Source: an optimization exercise on an open RTL-to-GDS flow (aim: small area, a short achievable clock period and few clock cycles). Production flows keep margins and buffers that such runs may drop.
The RTL was checked by simulation tests, not by an equivalence proof against the original design.
Power figures rest on the tool's default switching activity, not on a simulated workload.

==> design.v <==
module st_unit (
    input             clk,
    input             rst,
    input             cmd_valid,
    output            cmd_ready,
    input      [1:0]  cmd_op,
    input      [2:0]  cmd_sel,
    input      [31:0] cmd_x,
    input      [31:0] cmd_n,
    input      [47:0] cmd_mean,
    input      [63:0] cmd_m2,
    output reg        rsp_valid,
    output reg [31:0] rsp_n,
    output reg [47:0] rsp_mean,
    output reg [63:0] rsp_m2,
    output reg [63:0] rsp_std,
    output reg        rsp_sat
);
    localparam NINST = 7;
    localparam F     = 16;
    localparam OP_OBSERVE = 2'd0;
    localparam OP_LOAD    = 2'd1;
    localparam OP_STDDEV  = 2'd2;
    localparam OP_CLEAR   = 2'd3;
    localparam [31:0] SEED_TICKS = 32'd5000;
    localparam S_IDLE  = 3'd0;
    localparam S_DIV   = 3'd1;    
    localparam S_MEAN  = 3'd2;    
    localparam S_MUL   = 3'd3;    
    localparam S_WB    = 3'd4;    
    localparam S_VDIV  = 3'd5;    
    localparam S_SQSET = 3'd6;    
    localparam S_SQRT  = 3'd7;    
    reg [31:0] st_n    [0:NINST-1];
    reg [47:0] st_mean [0:NINST-1];
    reg [63:0] st_m2   [0:NINST-1];
    reg [2:0]  state;
    reg [2:0]  sel;
    reg [47:0] xf;           
    reg [31:0] n_new;
    reg        sat_n;
    reg        neg;          
    reg [47:0] abs_delta;
    reg [63:0] div_a;        
    reg [31:0] div_r;        
    reg [31:0] div_d;        
    reg [6:0]  cnt;
    reg [95:0] mul_acc;      
    reg [79:0] sq_a;         
    reg [41:0] sq_r;         
    reg [39:0] sq_q;         
    assign cmd_ready = (state == S_IDLE);
    wire accept = cmd_valid && cmd_ready;
    wire [2:0]  rd_sel  = (state == S_IDLE) ? cmd_sel : sel;
    wire [31:0] cur_n    = st_n[rd_sel];
    wire [47:0] cur_mean = st_mean[rd_sel];
    wire [63:0] cur_m2   = st_m2[rd_sel];
    wire [47:0] in_xf     = {cmd_x, {F{1'b0}}};
    wire        n_full    = (cur_n == 32'hFFFF_FFFF);
    wire [31:0] in_n_new  = n_full ? cur_n : cur_n + 32'd1;
    wire [48:0] in_delta  = {1'b0, in_xf} - {1'b0, cur_mean};
    wire        in_neg    = in_delta[48];
    wire [47:0] in_abs    = in_neg ? (~in_delta[47:0] + 48'd1) : in_delta[47:0];
    wire [32:0] div_rs    = {div_r[31:0], div_a[63]};
    wire [33:0] div_diff  = {1'b0, div_rs} - {2'b0, div_d};
    wire        div_ge    = ~div_diff[33];
    wire [32:0] div_rn    = div_ge ? div_diff[32:0] : div_rs;
    wire [47:0] quot      = div_a[47:0];
    wire [47:0] mean_upd  = neg ? (st_mean[sel] - quot) : (st_mean[sel] + quot);
    wire [48:0] d2        = {1'b0, xf} - {1'b0, mean_upd};
    wire [47:0] abs_d2    = d2[48] ? (~d2[47:0] + 48'd1) : d2[47:0];
    wire [48:0] mul_sum   = {1'b0, mul_acc[95:48]} + (mul_acc[0] ? {1'b0, abs_delta} : 49'd0);
    wire [79:0] inc       = mul_acc[95:F];
    wire [80:0] m2_sum    = {17'd0, st_m2[sel]} + {1'b0, inc};
    wire        m2_ovf    = |m2_sum[80:64];
    wire [43:0] sq_rs     = {sq_r, sq_a[79:78]};
    wire [43:0] sq_trial  = {2'b00, sq_q, 2'b01};
    wire        sq_ge     = (sq_rs >= sq_trial);
    wire [43:0] sq_rn     = sq_ge ? (sq_rs - sq_trial) : sq_rs;
    integer i;
    always @(posedge clk) begin
        if (rst) begin
            state     <= S_IDLE;
            rsp_valid <= 1'b0;
            rsp_n     <= 32'd0;
            rsp_mean  <= 48'd0;
            rsp_m2    <= 64'd0;
            rsp_std   <= 64'd0;
            rsp_sat   <= 1'b0;
            for (i = 0; i < NINST; i = i + 1) begin
                st_n[i]    <= (i == 0) ? 32'd1 : 32'd0;
                st_mean[i] <= (i == 0) ? {SEED_TICKS, {F{1'b0}}} : 48'd0;
                st_m2[i]   <= 64'd0;
            end
        end else begin
            rsp_valid <= 1'b0;
            case (state)
            S_IDLE: begin
                if (accept) begin
                    sel <= cmd_sel;
                    case (cmd_op)
                    OP_OBSERVE: begin
                        xf        <= in_xf;
                        n_new     <= in_n_new;
                        sat_n     <= n_full;
                        neg       <= in_neg;
                        abs_delta <= in_abs;
                        div_a     <= {in_abs, 16'd0};
                        div_r     <= 32'd0;
                        div_d     <= in_n_new;
                        cnt       <= 7'd48;
                        state     <= S_DIV;
                    end
                    OP_LOAD: begin
                        st_n[cmd_sel]    <= cmd_n;
                        st_mean[cmd_sel] <= cmd_mean;
                        st_m2[cmd_sel]   <= cmd_m2;
                        rsp_valid <= 1'b1;
                        rsp_n     <= cmd_n;
                        rsp_mean  <= cmd_mean;
                        rsp_m2    <= cmd_m2;
                        rsp_std   <= 64'd0;
                        rsp_sat   <= 1'b0;
                    end
                    OP_CLEAR: begin
                        st_n[cmd_sel]    <= 32'd0;
                        st_mean[cmd_sel] <= 48'd0;
                        st_m2[cmd_sel]   <= 64'd0;
                        rsp_valid <= 1'b1;
                        rsp_n     <= 32'd0;
                        rsp_mean  <= 48'd0;
                        rsp_m2    <= 64'd0;
                        rsp_std   <= 64'd0;
                        rsp_sat   <= 1'b0;
                    end
                    OP_STDDEV: begin
                        if (cur_n < 32'd2) begin
                            rsp_valid <= 1'b1;
                            rsp_n     <= cur_n;
                            rsp_mean  <= cur_mean;
                            rsp_m2    <= cur_m2;
                            rsp_std   <= 64'd0;
                            rsp_sat   <= 1'b0;
                        end else begin
                            div_a <= cur_m2;
                            div_r <= 32'd0;
                            div_d <= cur_n - 32'd1;
                            cnt   <= 7'd64;
                            state <= S_VDIV;
                        end
                    end
                    endcase
                end
            end
            S_DIV, S_VDIV: begin
                div_r <= div_rn[31:0];
                div_a <= {div_a[62:0], div_ge};
                cnt   <= cnt - 7'd1;
                if (cnt == 7'd1)
                    state <= (state == S_DIV) ? S_MEAN : S_SQSET;
            end
            S_MEAN: begin
                st_mean[sel] <= mean_upd;
                mul_acc      <= {48'd0, abs_d2};
                cnt          <= 7'd48;
                state        <= S_MUL;
            end
            S_MUL: begin
                mul_acc <= {mul_sum, mul_acc[47:1]};
                cnt     <= cnt - 7'd1;
                if (cnt == 7'd1)
                    state <= S_WB;
            end
            S_WB: begin
                st_n[sel]  <= n_new;
                st_m2[sel] <= m2_ovf ? 64'hFFFF_FFFF_FFFF_FFFF : m2_sum[63:0];
                rsp_valid  <= 1'b1;
                rsp_n      <= n_new;
                rsp_mean   <= st_mean[sel];
                rsp_m2     <= m2_ovf ? 64'hFFFF_FFFF_FFFF_FFFF : m2_sum[63:0];
                rsp_std    <= 64'd0;
                rsp_sat    <= sat_n | m2_ovf;
                state      <= S_IDLE;
            end
            S_SQSET: begin
                sq_a  <= {div_a, {F{1'b0}}};
                sq_r  <= 42'd0;
                sq_q  <= 40'd0;
                cnt   <= 7'd40;
                state <= S_SQRT;
            end
            S_SQRT: begin
                sq_a <= {sq_a[77:0], 2'b00};
                sq_r <= sq_rn[41:0];
                sq_q <= {sq_q[38:0], sq_ge};
                cnt  <= cnt - 7'd1;
                if (cnt == 7'd1) begin
                    rsp_valid <= 1'b1;
                    rsp_n     <= st_n[sel];
                    rsp_mean  <= st_mean[sel];
                    rsp_m2    <= st_m2[sel];
                    rsp_std   <= {24'd0, sq_q[38:0], sq_ge};
                    rsp_sat   <= 1'b0;
                    state     <= S_IDLE;
                end
            end
            default: state <= S_IDLE;
            endcase
        end
    end
endmodule
==> run.sh <==
#!/bin/bash
# synth_recipe.tcl (not shown) runs the flow's synth.tcl, then flattens the netlist and writes it again
# the make line also repeats each setting of config.mk as NAME=value (left out here)
make -C /OpenROAD-flow-scripts/flow DESIGN_CONFIG=/design/flow/config.mk WORK_HOME=/design/flow/orfs CLKGATE_MAP_FILE= SYNTH_SCRIPT=/design/flow/synth_recipe.tcl finish
==> config.mk <==
export PLATFORM = sky130hd
export DESIGN_NAME = st_unit
export DESIGN_NICKNAME = st_unit
export VERILOG_FILES = /design/flow/design.v
export SDC_FILE = /design/flow/constraint.sdc
export NUM_CORES = 4
export LEC_CHECK = 0
export CAP_MARGIN = 20
export CORE_MARGIN = 2
export CORE_UTILIZATION = 40
export SLEW_MARGIN = 20
==> constraint.sdc <==
create_clock -name core_clock -period 11.0 [get_ports {clk}]
set_input_delay 2.2000 -clock core_clock [delete_from_list [all_inputs] [get_ports {clk}]]
set_output_delay 2.2000 -clock core_clock [all_outputs]
set_load 0.01 [all_outputs]
==> results.txt <==
worst max path at each step:
| stage | from | to | slack [ns] | cells after the start |
|---|---|---|---|---|
| after floorplan | cmd_sel[2] | div_d[0] | 0.19 | 15 |
| after global placement | flip-flop | mul_acc[47] | 0.45 | 28 |
| after detailed placement | flip-flop | mul_acc[47] | 0.39 | 28 |
| after CTS | flip-flop | mul_acc[47] | 0.28 | 28 |
| after global routing | div_a[0] | mul_acc[47] | 0.29 | 33 |
| final | flip-flop | mul_acc[33] | 0.76 | 27 |
what timing repair did:
item / 4_1_cts / 5_1_grt
resized for setup: 0 / 3
buffers inserted: 0 / 1
endpoints found under the setup margin: 0 / 8
worst max-delay path, stage by stage (launching register included):
cell and delay [ns]:
dfxtp_4 0.67, mux4_2 0.57, mux2i_1 0.59, ha_1 0.32, inv_1 0.06, fa_1 0.43, a211oi_1 0.35, o31ai_1 0.23
and4_1 0.35, or2_2 0.38, a21o_1 0.24, a21oi_1 0.19, xor2_1 0.71, ha_1 0.32, and3_1 0.33, and3_1 0.22
nand2_1 0.07, a31o_2 0.26, a211oi_1 0.51, o211ai_1 0.25, a32oi_1 0.47, maj3_2 0.36, a21oi_1 0.08, a21oi_1 0.40
a31o_2 0.78, a31oi_1 0.13, xor2_1 0.36, a21oi_1 0.14
cells in the final DEF (no fill, tap or decap), types with 38 or more instances in the layout:
| cell type | Yosys | final |
|---|---|---|
| nand2_1 | 2293 | 2291 |
| edfxtp_1 | 1502 | 1502 |
| nor2_1 | 1481 | 1470 |
| a21oi_1 | 779 | 779 |
| nand3_1 | 740 | 727 |
| o21ai_0 | 416 | 416 |
| clkdlybuf4s50_1 | 0 | 368 |
| dfxtp_1 | 336 | 333 |
| inv_1 | 329 | 329 |
| xnor2_1 | 299 | 298 |
| mux4_2 | 295 | 295 |
| ha_1 | 288 | 288 |
| a211oi_1 | 223 | 222 |
| clkbuf_16 | 0 | 218 |
| buf_4 | 42 | 213 |
| nor3_1 | 212 | 210 |
| mux2i_1 | 178 | 178 |
| xor2_1 | 173 | 173 |
| a21o_1 | 170 | 170 |
| nor2b_1 | 161 | 161 |
| and3_1 | 133 | 125 |
| mux2_2 | 126 | 125 |
| nand2b_1 | 114 | 101 |
| and2_1 | 94 | 92 |
| a31oi_1 | 93 | 91 |
| nand4_1 | 72 | 72 |
| o211ai_1 | 72 | 72 |
| o221ai_1 | 68 | 68 |
| a311oi_1 | 66 | 66 |
| nor3b_1 | 66 | 65 |
| a22oi_1 | 53 | 53 |
| nor4_1 | 49 | 47 |
| clkbuf_1 | 637 | 44 |
| clkinv_2 | 0 | 41 |
| a31o_2 | 39 | 39 |
| or3_1 | 38 | 38 |
layer usage:
| metal | wire [um] | vias up | share of wire | GRT usage |
|---|---|---|---|---|
| li1 | - | 44580 | - | - |
| met1 | 185100 | 50160 | 0.39 | 0.4170 |
| met2 | 205100 | 6981 | 0.43 | 0.4746 |
| met3 | 55800 | 1277 | 0.12 | 0.07207 |
| met4 | 32400 | 14 | 0.068 | 0.1862 |
| met5 | 100 | - | 0.00021 | 0 |
flip-flops by register name (all words and copies together) (netlist names), 7 cells and up, named ones only:
name and count:
div_d 32, rsp_n 32, n_new 32, sq_a 64, abs_delta 48, st_n 256, div_a 64, cnt 7
div_r 32, sq_q 40, st_mean 384, st_m2 512, xf 32, rsp_m2 64, mul_acc 96, sq_r 42
rsp_std 40, rsp_mean 48
cell families after synthesis:
family	after synthesis	share of synthesized area
other	1	0.00003269
AO/OA/AOI/OAI	2370	0.1345
adder cells (fa/ha/maj)	303	0.03308
XOR/XNOR	476	0.03683
AND/OR/NAND/NOR	5584	0.2149
multiplexers	600	0.08594
buffers and inverters	1200	0.04291
flip-flops	1838	0.4518
final cells by class:
class / count / area, um2
fillers: 26870 / 155900
multi-input cells: 9357 / 58540
flip-flops and latches: 1838 / 51840
clock buffers: 286 / 5951
repair buffers: 613 / 5911
well taps: 3762 / 4707
inverters: 330 / 1239
clock inverters: 115 / 1094
diodes: 9 / 22.52
power by group:
group | switching [mW] | internal [mW]
clock network | 3.12 | 4.16
registers | 0.279 | 8.07
logic | 5.57 | 2.69
total | 8.97 | 14.9
metrics by stage:
stage          area (um2)  hold WS [ns]  utilization
6_report           129300        0.4514       0.4534
5_1_grt            129300        0.4693       0.4533
4_1_cts            129200        0.4546       0.4530
3_5_place_dp       122200        0.4459       0.4283
3_3_place_gp       122200        0.4427       0.4283
2_1_floorplan      114800        0.4772            -
==> reports/results.ini <==
[critical_path]
rrSetupSlack_ns = 0.76
end_kind = flip-flop
rr_worst_depth = 27
r2r_end = mul_acc[33]
cp_max_fo = 38
crit_arrival_ns = 10.80
crit_type = flip-flop to flip-flop
startpoint_type = flip-flop
worstPathRequired_ns = 11.57

[detailed_routing]
viasPerCell = 6.316
drc_errors = 0
ant_nets = 0
vias = 103000
avgRoutedWirePerCell_um = 29.34
wirelength_mm = 478.5
dr.pass1.iters = 6
drt_iter0_drc = 14420

[yosys]
synth_most_common_cell = nand2_1
synth.largest_area_cell = edfxtp_1
netlist_area_um2 = 114700
synth-edff-count = 1502
synth_top_area_frac = 0.3932
ys_ff_latch = 1838
synth_area_leaders = edfxtp_1 (39%), nand2_1 (7.5%), dfxtp_1 (5.9%)
yosysWarnings = 1
synth_ff_type = edfxtp_1
async_flop_share = 0
seq_area_frac_synth = 0.4518
avgSynthCellArea_um2 = 9.272
ys_top_cells_by_count = nand2_1 (2293), edfxtp_1 (1502), nor2_1 (1481)
synth_cell_types = 115
postSynthCellCount = 12370

[clock_network]
cts_hold_buf = 0
clk_latency_ns = 0.95
h-tree-depth = 4
cts_inserted_buffers = 213
clk_pin_slew_ns = 0.07
tritoncts = built
cts_root_buf = clkbuf_16
clk_path_buf_depth = 4
cts.sink_count = 1838

[global_routing]
grt_usage = 0.3163
first_global_vias = 97500
grt_max_degree = 139
grt_antenna_before_repair = 24
grt_first_pass_wirelength_mm = 681.1
gr-total-overflow = 0

[pwr]
leakage_nw = 47.91
finalPower_mw = 23.88
ir_drop_mv = 0.1501
power_density_nw_per_um2 = 184.7

[finish]
final_cells = 16310
nets = 12830
drive_gt1_frac = 0.09466
syn_to_final_growth_pct = 12.72

[floorplan]
die-width_um = 539.5
start_util = 0.4022
core_um2 = 285200
die_h_um = 539.5
placementRows = 196
io_pins = 395
die_area_um2 = 291100

[sta]
tns_ns = 0
setup_slack_ns = 0.7643
hold_violations = 0
grt_setup_unrepaired = false
skew_ns = 0.09061
worst_pin_slew_ns = 1.180
fmax_ghz = 0.09770
drv_slew = 0
relSlewSlack = 0.2135
setup_viol = 0
fin_crit_ns = 10.24
fin_crit_sh = 0.9305

[min_path]
hold_end = rsp_std[31]
min-delay-start = rsp_std[31]
min_path_type = flip-flop to flip-flop
hold_depth = 2

[placement]
place_inst = 15900
globalplace.congestion = 0.9904
port_buffers = 370
dp_hpwl_mm = 321.3
dp_slack_ns = 0.3913

[run]
drv_cap = 0

[status]
status = complete, no violations

Testbench counts, summed over its fixed seeds: cycles 275,102.

==> afterwards: timing with drivers on the ports <==
The flow's constraints put no driver on any port. The routed layout listed below was extracted and timed again, unchanged, in two steps.
Step 1 sets driving cells, clkbuf_16 on the clock port and buf_2 on the other inputs (assumed; they add their load-dependent delay and slew).
Step 2 adds t to the input delays and takes it off the output delays; t is the mean of the earliest and latest rising clock arrival at the registers after step 1. Input paths then give back, and output paths get back, about the clock's delay inside the block.
Three values: ideal ports, drivers, drivers and shift; two values: the first two.
t (ns): 1.017
setup slack, ns: 0.764 / 0.764 / 0.471
worst setup path after step 2: input to register
clock arrival spread, ns: 0.092 / 0.092
worst data-port slew with drivers (ns): 0.25
After both steps setup and hold are still met in this run. The setup slack of this run moves by 0.000 ns with the drivers and by -0.293 ns with both steps.
